From an optimization exercise on the open Yosys and OpenROAD flow, aimed at small area, a short achievable clock period and few clock cycles per item; shortcuts taken in it are not production practice. RTL that was checked went through simulation tests only; none was proved equivalent to the original.

// nru_itoa
module nru_itoa (
    input  wire        clk,
    input  wire        rst_n,       
    input  wire        start,
    input  wire        ptr,         
    input  wire [63:0] value,       
    input  wire [31:0] prec,        
    input  wire [7:0]  flags,       
    output wire        ready,
    output reg         done,
    output wire [9:0]  span_start,
    output wire [9:0]  span_len,
    output reg  [15:0] head,
    output reg  [1:0]  hlen,
    input  wire [8:0]  rd_addr,
    output wire [7:0]  rd_data
);
Settings: LEC_CHECK=0, ABC_CLOCK_PERIOD_IN_PS=3500, CAP_MARGIN=20, CORE_MARGIN=2, CORE_UTILIZATION=40, SETUP_SLACK_MARGIN=1, SLEW_MARGIN=20, SYNTH_HIERARCHICAL=1, SYNTH_MINIMUM_KEEP_SIZE=0; clock period 6.0 ns.
run.sh (not shown) runs the stock make flow with config.mk's settings and CLKGATE_MAP_FILE= SYNTH_SCRIPT=/design/flow/synth_recipe.tcl, a recipe that flattens the netlist after the stock synthesis.
Change:
SETUP_SLACK_MARGIN = 2   (was 1)
Outcome:
- utilization rises by 14 points
- sequential share of layout area falls by 4.0 points
- sequential cell count does not change
- setup slack gains 22 ps
Function was not checked in any run of this note: the RTL went through the layout flow alone.

========
## v15
nru_itoa, a different RTL version from the one above (not shown whole).
For scale: ~2800 cells after synthesis, roughly 170 flip-flops, roughly 170 I/O pins.
clock: 6.0 ns
lec_check: 0
cap_margin: 20
core_margin: 2
core_utilization: 40
setup_slack_margin: 1.5
slew_margin: 20
synth_hierarchical: 1
synth_minimum_keep_size: 0
> inputs changed (v15 -> v22)
--- a/flow/config.mk
+++ b/flow/config.mk
@@ -11 +10,0 @@
-export SETUP_SLACK_MARGIN = 1.5
Notes after the runs:
- Area taken by multi-input logic gates is lower on v22
- For the final worst clock skew, v22 came in 0.0046 ns higher than v15 did.
- Re end-of-flow core utilization: v22 and v15 aren't equal, and the lower value belongs to v22.
- Weighted congestion at the end of routability-driven global placement, v22 and v15: larger value in v15
No functional check of the RTL was part of any run of this note.

========
Another version of the RTL of nru_itoa (not shown whole).
Size: roughly 130 flip-flops, about 0.020 sq mm of cells after synthesis.
Settings: LEC_CHECK=0, ABC_CLOCK_PERIOD_IN_PS=2000, CAP_MARGIN=20, CORE_MARGIN=2, CORE_UTILIZATION=40, SETUP_SLACK_MARGIN=1.5, SLEW_MARGIN=20, SYNTH_HIERARCHICAL=1, SYNTH_MINIMUM_KEEP_SIZE=0; clock period 6.0 ns.
standard.sh (not shown) runs the stock make flow with config.mk's settings and CLKGATE_MAP_FILE= SYNTH_SCRIPT=/design/flow/synth_recipe.tcl, a recipe that flattens the netlist after the stock synthesis.
==> flow/flow/run.sh <==
#!/bin/bash
# The standard layout, with port buffers that timing repair may resize.
set -euo pipefail
bash standard.sh MATCH_CELL_FOOTPRINT=0 'BUFFER_PORTS_ARGS=-buffer_cell sky130_fd_sc_hd__buf_2' finish > flow.log 2>&1
The first run completed without violations.
Testbench counts at the start, summed over its fixed seeds: cycles 13,482, items 4,800.
==> next run, changes <==
- ABC_CLOCK_PERIOD_IN_PS: 2000 -> 3500
- CORE_UTILIZATION: 40 -> 60
- PLACE_DENSITY: unset -> 0.75
- SETUP_SLACK_MARGIN: 1.5 -> 1
Final cell count fell by 9.9%.
Clock skew hardly moves.
Utilization came out higher by 17 points.
Final area came out lower by 10%.
Register-to-register slack degrades by 0.17 ns.
Wire length came out lower by 8.1%.
Non-clock buffer count came out lower by 142.
First-iteration DRC count went up by 12%.
Sequential cell count does not change.
Clock-buffer cell count drops by 3.
==> next run, changes <==
- CORE_UTILIZATION: 60 -> 40
- PLACE_DENSITY: 0.75 -> unset
Wire length is higher by 6.3%.
Via count is lower by about 1.5%.
Global-route usage is lower by 12 points.
Count of clock-buffer cells in the layout is higher by 1.
Setup slack gets better by 0.022 ns.

========
nru_itoa again, from the RTL that the note above started with.
Settings: LEC_CHECK=0, ABC_AREA=1, CAP_MARGIN=20, CORE_MARGIN=2, CORE_UTILIZATION=40, SETUP_SLACK_MARGIN=1, SLEW_MARGIN=20, SYNTH_HIERARCHICAL=1, SYNTH_MINIMUM_KEEP_SIZE=0; clock period 6.0 ns.
Scripts as last shown in full above: flow/flow/run.sh
Testbench counts at the start, summed over its fixed seeds: cycles 13,482, items 4,800.
Next try:
- ABC_AREA: 1 -> default
- ABC_CLOCK_PERIOD_IN_PS: default -> 3500
- CORE_UTILIZATION: 40 -> 60
- GPL_TIMING_DRIVEN: default -> 0
- PLACE_DENSITY: default -> 0.75
Outcome: The changed run completed without violations; critical path depth came out lower by 7; wire length goes up by 5.2%; global-route usage grows by 17 points; synthesized cell count shrinks by 32%; die area drops by 35%; via count shrinks by 6.6%; non-clock buffer count went up by 63; synthesized area goes down by 2.7%; utilization increases by 22 points; final area decreases by 2.4%.
Next try:
- CORE_UTILIZATION: 60 -> 40
- GPL_TIMING_DRIVEN: 0 -> default
- PLACE_DENSITY: 0.75 -> default
- SETUP_SLACK_MARGIN: 1 -> 1.25
Maximum frequency rose by 6.0%.
Critical path depth rose by 1.
Die area rose by 49%.
Synthesized cell count is unchanged.
Wire length fell by 0.53%.
Final cell count rose by 6.3%.
Hold slack degrades by 0.052 ns.
Via count fell by 4.6%.
Global-route usage fell by 15 points.
Setup slack improves by 0.28 ns.

==> port drivers added, routing unchanged <==
How much do the figures lean on ideal ports? The routed layouts below were timed once more, with nothing changed but the port constraints.
Step 1 (the two cells are an assumption about what drives the block):
set clk [get_ports {clk}]
set_driving_cell -lib_cell sky130_fd_sc_hd__clkbuf_16 $clk
set_driving_cell -lib_cell sky130_fd_sc_hd__buf_2 [delete_from_list [all_inputs] $clk]
Step 2 moves the port delays by t, midway between the first and last clock arrival at a register: inputs arrive t later, outputs are due t later. That takes back most of the time a late clock gives input paths.
Slacks: ideal ports / drivers / drivers and shift; pairs: ideal ports / drivers.
run	t, ns	setup slack, ns	hold slack, ns	worst register clock-pin slew, ns
the first run of note 1	0.512	1.071 / 1.040 / 0.577	0.676 / 0.676 / 0.676	0.08 / 0.08
the second run of note 1	0.518	1.094 / 1.046 / 0.598	0.785 / 0.785 / 0.785	0.08 / 0.08
v15	0.520	0.853 / 0.815 / 0.501	0.942 / 0.942 / 0.942	0.08 / 0.08
v22	0.513	0.184 / 0.163 / -0.187	0.845 / 0.845 / 0.845	0.09 / 0.09
the first run of note 3	0.479	1.362 / 1.197 / 1.107	0.546 / 0.546 / 0.546	0.06 / 0.06
the second run of note 3	0.490	1.046 / 1.014 / 0.634	0.542 / 0.542 / 0.542	0.08 / 0.08
the third run of note 3	0.510	1.068 / 1.033 / 0.762	0.520 / 0.520 / 0.520	0.07 / 0.07
the first run of note 4	0.496	1.103 / 1.082 / 0.852	0.674 / 0.674 / 0.674	0.07 / 0.07
the second run of note 4	0.489	0.967 / 0.990 / 0.501	0.578 / 0.578 / 0.578	0.07 / 0.07
the third run of note 4	0.497	1.251 / 1.261 / 0.776	0.526 / 0.526 / 0.526	0.07 / 0.07
With both steps, setup timing fails in v22, where it was met with ideal ports. The setup slack of the second run of note 1, which loses most, moves by -0.048 ns with the drivers and by -0.496 ns with both steps.
